Background: an optimization exercise with open tools, aiming at small area, a short achievable clock period and few clock cycles per item. Do not read the settings as production practice.
Where RTL was checked, it was by simulation tests only, not by an equivalence proof against the original.
No functional check of the RTL was part of run 1.
Power and IR drop assume default switching activity.

==> flow/design.v (outline; a module is shown in full before it is edited, if it fits) <==
// module asm_framesync: 2115 lines
module asm_framesync (
    input  wire        clk,
    input  wire        rst,
    input  wire        cmd_valid,
    output wire        cmd_ready,
    input  wire [1:0]  cmd_op,
    input  wire [7:0]  cmd_data,
    input  wire [63:0] cfg_marker,
    input  wire [6:0]  cfg_width,
    input  wire [16:0] cfg_framebits,
    input  wire [6:0]  cfg_t0,
    input  wire [6:0]  cfg_t1,
    input  wire [6:0]  cfg_t2,
    input  wire [6:0]  cfg_ts,
    input  wire [7:0]  cfg_g,
    input  wire [7:0]  cfg_b,
    input  wire [7:0]  cfg_sl,
    output reg         rsp_valid,
    output reg  [7:0]  rsp_wmask,
    output reg  [7:0]  rsp_wdata,
    output reg  [7:0]  rsp_start,
    output reg  [7:0]  rsp_done,
    output wire [1:0]  rsp_state,
    output wire        rsp_pol,
    output wire [6:0]  rsp_lastd,
    output wire        rsp_lastv,
    output wire        rsp_lasta
);
  // ...
==> flow/flow/run.sh <==
#!/bin/bash
# The standard layout, with timing repair aimed below the clock period:
# repair_timing works on paths until their setup slack reaches the margin.
# The clock, its period and the I/O constraints are the design's.
set -euo pipefail
bash standard.sh SETUP_SLACK_MARGIN=7.5 finish > layout.log 2>&1
==> flow/standard.sh <==
#!/bin/bash
# synth_recipe.tcl (not shown) runs the flow's synth.tcl, then flattens the netlist and writes it again
# the make line also repeats each setting of config.mk as NAME=value (left out here)
make -C /OpenROAD-flow-scripts/flow DESIGN_CONFIG=/design/flow/config.mk WORK_HOME=/design/flow/orfs CLKGATE_MAP_FILE= SYNTH_SCRIPT=/design/flow/synth_recipe.tcl "${@:-finish}"
==> flow/config.mk <==
export PLATFORM = sky130hd
export DESIGN_NAME = asm_framesync
export DESIGN_NICKNAME = asm_framesync
export VERILOG_FILES = /design/flow/design.v
export SDC_FILE = /design/flow/constraint.sdc
export NUM_CORES = 4
export LEC_CHECK = 0
export CAP_MARGIN = 20
export CORE_MARGIN = 2
export CORE_UTILIZATION = 40
export SLEW_MARGIN = 20
==> flow/constraint.sdc <==
create_clock -name core_clock -period 12.0 [get_ports {clk}]
set_input_delay 2.4000 -clock core_clock [delete_from_list [all_inputs] [get_ports {clk}]]
set_output_delay 2.4000 -clock core_clock [all_outputs]
set_load 0.01 [all_outputs]
==> flow_summary.json, run 1 <==
{
  "multi_input_cells": 3442,
  "rsz0062_at_grt": "true",
  "p_int_w": 0.00554,
  "io_pins": 199,
  "crit_chain": "buf_12 > inv_12 > ha_4 > nand2_4 > buf_6",
  "relSlewSlack": 0.252,
  "wl_per_cell_um": 22.6,
  "p_clk_frac": 0.237,
  "yosys_register_bits": 570,
  "status": "complete, no violations",
  "gp_congestion": 0.944,
  "n_all_buffers": 321,
  "core_area_mm2": 0.113,
  "post_cts_resized": 184,
  "final_common_cell": "inv_1",
  "vias": 34600,
  "cts-root-buf": "clkbuf_16",
  "cap_violations": 0,
  "seq_area_frac": 0.238,
  "io_buffer_count": 195,
  "ctsHoldBuffers": 0,
  "htree_levels": 3,
  "path_class": "in2out",
  "regMostFlops": "m",
  "seq_area_mm2": 0.0124,
  "path_max_fanout": 2,
  "synthSimpleGateAreaFrac": 0.148,
  "p_sw_w": 0.00359,
  "cts_inserted_buffers": 69
}
==> inputs of run 2 (changes only) <==
--- a/flow/design.v
+++ b/flow/design.v
@@ -51,23 +51,23 @@
             for (x = 0; x < 8; x = x + 1)
                 r = (a[x] & ~bb[x]) | (a[x] & r) | (~bb[x] & r);
             gt8 = r;
         end
     endfunction
     reg [63:0] m;
     reg [6:0]  n;
     reg [6:0]  t0, t1, t2, ts;
-    reg [13:0] fhi;          
+    reg [13:0] fdec;         
     reg [63:16] mask;        
     reg [6:0]  nt1, nt2, nts;    
     reg [8:2]  ple;          
     reg [7:0]  g, b, sl;
     reg        s2_v;
-    assign cmd_ready = !(cmd_op[1] & !cmd_op[0] & s2_v);
+    assign cmd_ready = !(cmd_op == OP_RESET && s2_v);
     wire accept = cmd_valid && cmd_ready && !rst;
     reg [62:0] cursor;       
     reg [6:0]  rem;          
     function [63:0] therm(input [6:0] w);
         integer x;
         reg [15:0] lo;
         reg [4:0]  hlt, heq;
         begin
@@ -1856,18 +1856,17 @@
     reg        linv;         
     reg [6:0]  nr;           
     reg        lastv, lasta;
     assign rsp_state = state;
     assign rsp_pol   = pol;
     assign rsp_lastd = linv ? nr - lastdn : lastdn;
     assign rsp_lastv = lastv;
     assign rsp_lasta = lasta;
-    wire [13:0] fdec = fhi - 14'd1;
-    wire [16:0] p   = {fhi, 3'd0} - {10'd0, n};    
+    wire [16:0] p   = {fdec, 3'd0} + 17'd8 - {10'd0, n};    
     wire [6:0]  nt0 = n - t0;
     wire        xbig = |cm[16:7];
     wire [7:0]  xw = {1'b0, cm[6:0]} - {1'b0, n};
     reg [8:1]  acqn, acqi;
     reg [8:1]  kv, e_oh, gt_e, srch, acq, a_oh, s_oh, below;
     reg        stepping, is_byte, locked0, has_e, has_a, any_srch, acc, near, goes_ns;
     reg [6:0]  dn_e, dn_a, dn_k, thr_a, thr_s;
     reg        inv_k;
@@ -2051,18 +2050,19 @@
         s3_dn[5] <= dist5; s3_dn[6] <= dist6; s3_dn[7] <= dist7; s3_dn[8] <= dist8;
         s3_acqn <= {!gt7(dist8, t0), !gt7(dist7, t0), !gt7(dist6, t0), !gt7(dist5, t0),
                     !gt7(dist4, t0), !gt7(dist3, t0), !gt7(dist2, t0), !gt7(dist1, t0)};
         s3_acqi <= {!gt7(nt0, dist8), !gt7(nt0, dist7), !gt7(nt0, dist6), !gt7(nt0, dist5),
                     !gt7(nt0, dist4), !gt7(nt0, dist3), !gt7(nt0, dist2), !gt7(nt0, dist1)};
         if (rst) begin
             m  <= 64'h0000_0000_1ACF_FC1D;
             n  <= 7'd32;
-            fhi <= 14'd1024;
+            fdec <= 14'd1023;
             mask <= therm(7'd32) >> 16;
+            nt1 <= 7'd31; nt2 <= 7'd20; nts <= 7'd20;
             t0 <= 7'd0;  t1 <= 7'd1;  t2 <= 7'd12; ts <= 7'd12;
             g  <= 8'd5;  b  <= 8'd5;  sl <= 8'd2;
             rem <= 7'd32;
             s2_v <= 1'b0;
             s3_v <= 1'b0;
         end else begin
             s2_v <= accept;
             s3_v <= s2_v;
@@ -2074,37 +2074,36 @@
                     end
                     OP_BIT: begin
                         cursor <= {cursor[61:0], cmd_data[0]};
                         rem    <= (rem > 7'd1) ? rem - 7'd1 : 7'd0;
                     end
                     OP_RESET: begin
                         m  <= cfg_marker;
                         n  <= cfg_width;
-                        fhi <= cfg_framebits[16:3];
+                        fdec <= cfg_framebits[16:3] - 14'd1;
                         mask <= therm(cfg_width) >> 16;
+                        nt1 <= cfg_width - cfg_t1; nt2 <= cfg_width - cfg_t2;
+                        nts <= cfg_width - cfg_ts;
                         t0 <= cfg_t0; t1 <= cfg_t1; t2 <= cfg_t2; ts <= cfg_ts;
                         g  <= cfg_g;  b  <= cfg_b;  sl <= cfg_sl;
                         rem <= cfg_width;
                     end
                     default: ;
                 endcase
             end
         end
         if (rst || (s3_v && s3_op == OP_RESET)) begin
             state <= ST_NOSYNC; pol <= 1'b0; wr <= 1'b0;
             good <= 8'd0; bad <= 8'd0; sub <= 8'd0;
             cm <= 17'd0; qz <= 1'b1;
             lastdn <= 7'd0; linv <= 1'b0; lastv <= 1'b0; lasta <= 1'b0;
             nr <= rst ? 7'd32 : n;
             for (k = 2; k <= 8; k = k + 1)
                 ple[k] <= rst ? 1'b1 : (p >= k);
-            nt1 <= rst ? 7'd31 : n - t1;
-            nt2 <= rst ? 7'd20 : n - t2;
-            nts <= rst ? 7'd20 : n - ts;
         end else begin
             state <= state_n; pol <= pol_n; wr <= wr_n;
             good <= good_n; bad <= bad_n; sub <= sub_n;
             cm <= cm_n; qz <= qz_n;
             lastdn <= lastdn_n; linv <= linv_n; lastv <= lastv_n; lasta <= lasta_n;
         end
         rsp_valid <= s3_v && !rst;
         rsp_wmask <= o_wm;
==> flow/run.sh (new file) <==
#!/bin/bash
# synth_recipe.tcl (not shown) runs the flow's synth.tcl, then flattens the netlist and writes it again
# the make line also repeats each setting of config.mk as NAME=value (left out here)
make -C /OpenROAD-flow-scripts/flow DESIGN_CONFIG=/design/flow/config.mk WORK_HOME=/design/flow/orfs CLKGATE_MAP_FILE= SYNTH_SCRIPT=/design/flow/synth_recipe.tcl finish
removed: flow/flow/run.sh
removed: flow/standard.sh
==> run 2 against run 1 <==
Core utilization decreased by 1.4 points. Clock-buffer cell count is 1 higher. Area after synthesis is 0.98% higher. Critical path type unchanged. Via count up 0.89%. Clock skew is 0.013 ns higher. Non-clock buffer count is 83 lower. Cell count is 0.43% higher. First-iteration DRC count is 6.6% lower. Still clean on timing, DRC and antenna. Combinational power is 7.9% lower. Worst hold slack got worse by 0.0094 ns. Highest routed layer is now met5. Clock power increased by 6%.
==> flow_summary.json, run 2 <==
{
  "status": "complete, no violations",
  "seq_area_frac_synth": 0.265,
  "required_ns": 9.60,
  "post_cts_resized": 0,
  "power_density_mw_per_mm2": 174,
  "clock-sinks": 570,
  "synth_fp_nets": 5776,
  "crit_cells": 5,
  "p_clk_frac": 0.256,
  "clk_latency_ns": 0.65,
  "die_w_um": 343,
  "path_max_fanout": 11,
  "nets": 5764,
  "combPwrFrac": 0.457,
  "p_int_w": 0.00542,
  "vias": 34900,
  "post_cts_buffers": 0,
  "gp_congestion": 0.968,
  "synth_edf_count": 77,
  "p_sw_w": 0.00349,
  "report.final.slew_viol_count": 0,
  "antenna_found_initial": 2,
  "synth_common_cells": "inv_1 (576), nand2_1 (561), dfxtp_1 (493), xor2_1 (464), fa_1 (453)",
  "critPathMostFrequentCell": "clkdlybuf4s50_1",
  "die_h_um": 343,
  "die_area_mm2": 0.118,
  "clk_path_buf_depth": 3,
  "path_class": "in2out",
  "grt_pass1_wl_mm": 223,
  "largest_reg_flops": 64,
  "top_regs": "m x64, cursor x63, s3_dn x56",
  "cap_violations": 0,
  "hold_end": "s3_full[4]",
  "grt_max_degree": 88,
  "regMostFlops": "m",
  "drc": 0,
  "setup_violations": 0,
  "worstHoldStart": "s2_full[4]",
  "ir_drop_mv": 0.135,
  "wl_per_cell_um": 22.6,
  "worstReg2RegStart": "cm[0]",
  "yosysWarnings": 4,
  "start_kind": "input port",
  "rrSetupSlack_ns": 5.96,
  "cts_inserted_buffers": 72,
  "synth_area_mm2": 0.0459,
  "ant_nets": 0,
  "io_buffer_count": 195,
  "endpoint_kind": "output port",
  "min_path_type": "reg2reg",
  "crit_chain": "clkdlybuf4s50_1 > inv_1 > ha_1 > nand2_1 > clkdlybuf4s50_1",
  "relSlewSlack": 0.278,
  "ys_types": 98,
  "ff2ff_path_depth": 13,
  "fp-row-count": 124,
  "critical-path-top-delay-family": "buffers and inverters",
  "routed_wl_mm": 148,
  "ctsHoldBuffers": 0,
  "clk_pin_slew_ns": 0.06,
  "syn_area_per_cell_um2": 9.16,
  "synthCells": 5014,
  "cp_slowest_cell": "clkdlybuf4s50_1",
  "cts_tree": "yes",
  "total_power_w": 0.00892,
  "rsz0062_at_grt": "false",
  "synthFlopType": "dfxtp_1",
  "hold_viol_final": 0,
  "max_stage_delay_ns": 0.63,
  "area_growth_pct": 11.8,
  "p_leak_nw": 21.9,
  "grt_overflow_total": 0,
  "fin_worst_hold_slack_ns": 0.321,
  "grtUsageTotal": 0.252,
  "rr_endpoint": "rsp_wdata[0]",
  "cts-root-buf": "clkbuf_16",
  "cp_num_buf_inv": 3,
  "core_area_mm2": 0.114,
  "yosysMostFrequentCell": "inv_1",
  "final_common_cell": "inv_1",
  "synth_top_area_frac": 0.215,
  "htree_levels": 3,
  "max_freq_mhz": 149,
  "io_pins": 199,
  "crit_arrival_ns": 4.31,
  "grt_pass1_vias": 34800,
  "final_cell_mix": "inv_1 (576), nand2_1 (560), dfxtp_1 (492), xor2_1 (464), fa_1 (453)",
  "power.share.switching": 0.392,
  "worst_pin_slew_ns": 1.07,
  "p_seq_frac": 0.287,
  "skew_ns": 0.0362,
  "min_period_ns": 6.71,
  "async_flop_share": 0,
  "start_util": 0.403,
  "yosys_register_bits": 570,
  "tns_ns": 0,
  "vias_per_cell": 5.31,
  "period_share": 0.559,
  "drtIter0Drc": 2571,
  "whs_path_depth": 0,
  "dpl.hpwl_mm": 117,
  "final_core_util": 0.450,
  "yosys-top-cells-area": "dfxtp_1 (21%), fa_1 (20%), xor2_1 (8.8%), edfxtp_1 (5.0%), inv_1 (4.7%)",
  "layout-drive-gt1-share": 0.0583,
  "synth_area_leader_cell": "dfxtp_1",
  "drtPass1Iterations": 9,
  "fillers": 11100
}
==> run 2: power groups by stage <==
stage                     registers (W)  clock network (W)  logic [W]
after floorplan                 0.00241                  0    0.00284
after global placement          0.00259                  0    0.00394
after detailed placement        0.00259                  0    0.00404
after CTS                       0.00255            0.00233    0.00406
after global routing            0.00258            0.00240    0.00459
final                           0.00256            0.00228    0.00407
==> run 2: per-layer routing <==
layer	GRT usage	up-vias	wire [µm]	share of wire
li1	-	16300	-	-
met1	0.322	17300	62100	0.42
met2	0.424	1046	71000	0.48
met3	0.0330	307	7450	0.050
met4	0.114	2	7790	0.053
met5	0	-	10	0.000067
==> run 2: cell type report <==
cell class                      count  area (µm²)  share of cell area
Antenna cell                        1        2.50           0.0000488
Clock buffer                       96        2060              0.0401
Clock inverter                     35         420             0.00819
Inverter                          584        2190              0.0427
Multi-Input combinational cell   3536       30300               0.590
Sequential cell                   570       12200               0.237
Tap cell                         1512        1890              0.0369
Timing Repair Buffer              238        2280              0.0443
==> run 2: worst max path at each step <==
stage	to	start	slack, ns
global placement	cmd_ready	cmd_op[0]	5.31
detailed placement	cmd_ready	cmd_op[0]	5.28
CTS	cmd_ready	cmd_op[0]	5.28
finish	cmd_ready	cmd_op[0]	5.29
global route	cmd_ready	cmd_op[0]	5.20
floorplan	cursor[0]	cmd_op[1]	6.81
==> run 2: cell families (layout without fill, tap and decap cells) <==
group	after synthesis	after routing	share of synthesized area
buf+inv	908	953	0.0759
other cells	0	1	0
simple gates	1390	1390	0.151
flops	570	570	0.265
fa+ha+maj	698	698	0.259
compound gates	727	727	0.104
mux	116	116	0.0296
xor+xnor	605	605	0.115
==> run 2: per-stage QoR <==
step	setup slack [ns]	cell area, µm²	instances
final	5.29	51300	6572
after global routing	5.20	51300	6572
after CTS	5.28	51300	6571
after detailed placement	5.28	48800	6440
after global placement	5.31	48800	6440
after floorplan	6.81	45900	5014
Testbench counts of run 2, summed over its fixed seeds: cycles 46,029, bytes 45,869.
==> inputs of run 3 (changes only) <==
--- a/flow/config.mk
+++ b/flow/config.mk
@@ -10,2 +10,3 @@
 export CORE_UTILIZATION = 40
+export SETUP_SLACK_MARGIN = 5
 export SLEW_MARGIN = 20
==> run 3 against run 2 <==
Clock power is essentially flat. First-iteration DRC count is the same. Final area is the same. Combinational power is essentially flat. Area after synthesis is the same. Synthesized cell count is the same. Critical endpoint unchanged. Still clean on timing, DRC and antenna. Critical path type unchanged. Core utilization is the same.
==> flow_summary.json, run 3 <==
{
  "vias_per_cell": 5.31,
  "total_power_w": 0.00892,
  "synth_common_cells": "inv_1 (576), nand2_1 (561), dfxtp_1 (493), xor2_1 (464), fa_1 (453)",
  "worstHoldStart": "s2_full[4]",
  "top_regs": "m x64, cursor x63, s3_dn x56",
  "grtUsageTotal": 0.252,
  "fillers": 11100,
  "die_h_um": 343,
  "synth_fp_nets": 5776,
  "synth_top_family_by_area": "adder cells",
  "min_path_type": "reg2reg",
  "async_flop_share": 0,
  "drtPass1Iterations": 9,
  "final_core_util": 0.450,
  "p_clk_frac": 0.256,
  "post_cts_buffers": 0,
  "clk_latency_ns": 0.65,
  "rr_endpoint": "rsp_wdata[0]",
  "seq_area_frac_synth": 0.265,
  "layout-drive-gt1-share": 0.0583,
  "power.share.switching": 0.392,
  "crit_arrival_ns": 4.31,
  "wl_per_cell_um": 22.6,
  "ir_drop_mv": 0.135,
  "p_int_w": 0.00542,
  "combPwrFrac": 0.457,
  "p_leak_nw": 21.9,
  "clk_path_buf_depth": 3,
  "worst_pin_slew_ns": 1.07,
  "vias": 34900,
  "fin_ws_ns": 5.29,
  "start_util": 0.403,
  "cp_num_buf_inv": 3,
  "path_class": "in2out",
  "post_cts_resized": 0,
  "min_period_ns": 6.71,
  "regMostFlops": "m",
  "rsz0062_at_grt": "false",
  "period_share": 0.559,
  "max_stage_delay_ns": 0.63,
  "routed_wl_mm": 148,
  "synthCells": 5014,
  "synth_area_leader_cell": "dfxtp_1",
  "gp_congestion": 0.968,
  "area_growth_pct": 11.8,
  "die_w_um": 343,
  "yosysMostFrequentCell": "inv_1",
  "synth_top_area_frac": 0.215,
  "nets": 5764,
  "crit_chain": "clkdlybuf4s50_1 > inv_1 > ha_1 > nand2_1 > clkdlybuf4s50_1",
  "setup_violations": 0,
  "status": "complete, no violations",
  "whs_path_depth": 0,
  "max_freq_mhz": 149,
  "ant_nets": 0,
  "yosysWarnings": 4,
  "cap_violations": 0,
  "core_area_mm2": 0.114,
  "multi_input_area_mm2": 0.0303,
  "critPathMostFrequentCell": "clkdlybuf4s50_1",
  "final_cell_mix": "inv_1 (576), nand2_1 (560), dfxtp_1 (492), xor2_1 (464), fa_1 (453)",
  "relSlewSlack": 0.278,
  "hold_end": "s3_full[4]",
  "die_area_mm2": 0.118,
  "worstReg2RegStart": "cm[0]",
  "p_sw_w": 0.00349,
  "ys_types": 98,
  "synth_compound_area_frac": 0.104,
  "grt_max_degree": 88,
  "start_kind": "input port",
  "skew_ns": 0.0362,
  "required_ns": 9.60,
  "synth_area_mm2": 0.0459,
  "fin_worst_hold_slack_ns": 0.321,
  "io_buffer_count": 195,
  "cp-startpoint": "cmd_op[0]",
  "htree_levels": 3,
  "seq_area_mm2": 0.0122,
  "clk_pin_slew_ns": 0.06,
  "cts-root-buf": "clkbuf_16",
  "io_pins": 199,
  "p_seq_frac": 0.287,
  "cts_tree": "yes",
  "report.final.slew_viol_count": 0,
  "grt_overflow_total": 0,
  "syn_area_per_cell_um2": 9.16,
  "synthAdderAreaFrac": 0.259,
  "synth_edf_count": 77,
  "tns_ns": 0,
  "grt_pass1_wl_mm": 223,
  "endpoint_kind": "output port",
  "critical-path-top-delay-family": "buffers and inverters",
  "ctsHoldBuffers": 0,
  "synth-xor-area-share": 0.115,
  "post-place-ws_ns": 5.28,
  "clock-sinks": 570,
  "muxShareOfSynthArea": 0.0296,
  "yosys_register_bits": 570,
  "cp_slowest_cell": "clkdlybuf4s50_1",
  "cts_inserted_buffers": 72,
  "hold_viol_final": 0,
  "yosys-top-cells-area": "dfxtp_1 (21%), fa_1 (20%), xor2_1 (8.8%), edfxtp_1 (5.0%), inv_1 (4.7%)",
  "drtIter0Drc": 2571,
  "final_common_cell": "inv_1",
  "drc": 0,
  "power_density_mw_per_mm2": 174,
  "dpl.hpwl_mm": 117,
  "ff2ff_path_depth": 13,
  "synthSimpleGateAreaFrac": 0.151,
  "largest_reg_flops": 64,
  "synthFlopType": "dfxtp_1",
  "antenna_found_initial": 2,
  "grt_pass1_vias": 34800,
  "fp-row-count": 124,
  "path_max_fanout": 11,
  "rrSetupSlack_ns": 5.96
}
==> run 3: how the worst max path moves through the flow <==
| stage | endpoint | slack, ns | cells after the start |
|---|---|---|---|
| detailed placement | cmd_ready | 5.28 | 5 |
| global route | cmd_ready | 5.20 | 5 |
| CTS | cmd_ready | 5.28 | 5 |
| floorplan | cursor[0] | 6.81 | 5 |
| finish | cmd_ready | 5.29 | 5 |
| global placement | cmd_ready | 5.31 | 5 |
==> run 3: kinds of logic (layout without fill, tap and decap cells) <==
kind of cell               count (synthesis)  count (layout)
adders and majority gates                698             698
other                                      0               1
muxes                                    116             116
and+or+nand+nor                         1390            1390
DFF                                      570             570
buffers and inverters                    908             953
AOI/OAI and AO/OA                        727             727
xor gates and xnor gates                 605             605
==> run 3: power by group through the flow <==
| stage | clock network (W) | logic [W] | registers (W) |
|---|---|---|---|
| floorplan | 0 | 0.00284 | 0.00241 |
| global placement | 0 | 0.00394 | 0.00259 |
| detailed placement | 0 | 0.00404 | 0.00259 |
| CTS | 0.00233 | 0.00406 | 0.00255 |
| global route | 0.00240 | 0.00459 | 0.00258 |
| finish | 0.00228 | 0.00407 | 0.00256 |
==> run 3: stage by stage <==
stage	cell area, µm²	cells
2_1_floorplan	45900	5014
4_1_cts	51300	6571
5_1_grt	51300	6572
3_3_place_gp	48800	6440
3_5_place_dp	48800	6440
6_report	51300	6572
==> run 3: metal layers <==
layer	track usage	share of wire	wire, µm	up-vias
met5	0	0.000067	10	-
met3	0.0330	0.050	7450	307
met4	0.114	0.053	7790	2
li1	-	-	-	16300
met2	0.424	0.48	71000	1046
met1	0.322	0.42	62100	17300
==> run 3: cell type report <==
cell class,instances,area share
Multi-Input combinational cell,3536,0.590
Sequential cell,570,0.237
Timing Repair Buffer,238,0.0443
Inverter,584,0.0427
Clock buffer,96,0.0401
Tap cell,1512,0.0369
Clock inverter,35,0.00819
Antenna cell,1,0.0000488

separate check: timing with driven ports:
In the flow no input, the clock included, has a driving cell. The finished layouts below were timed again as built, in two steps.
Step 1 assumes that a clkbuf_16 drives the clock port and a buf_2 every other input.
Step 2 adds t to the input delays and takes it off the output delays; t is the mean of the earliest and latest rising clock arrival at the registers after step 1. Input paths then give back, and output paths get back, about the clock's delay inside the block.
Three values: no drivers, after step 1, after step 2; two values: the first two.
run	t (ns)	setup slack, ns	worst register clock-pin slew, ns	worst data-port slew with drivers (ns)
run 1	0.722	6.738 / 6.644 / 6.644	0.07 / 0.07	0.10
run 2	0.702	5.295 / 5.226 / 5.226	0.06 / 0.06	0.08
run 3	0.702	5.295 / 5.226 / 5.226	0.06 / 0.06	0.08
After both steps setup and hold are still met in every run listed. For run 1, which loses most, drivers alone change the setup slack by -0.094 ns; drivers and shift together by -0.094 ns.
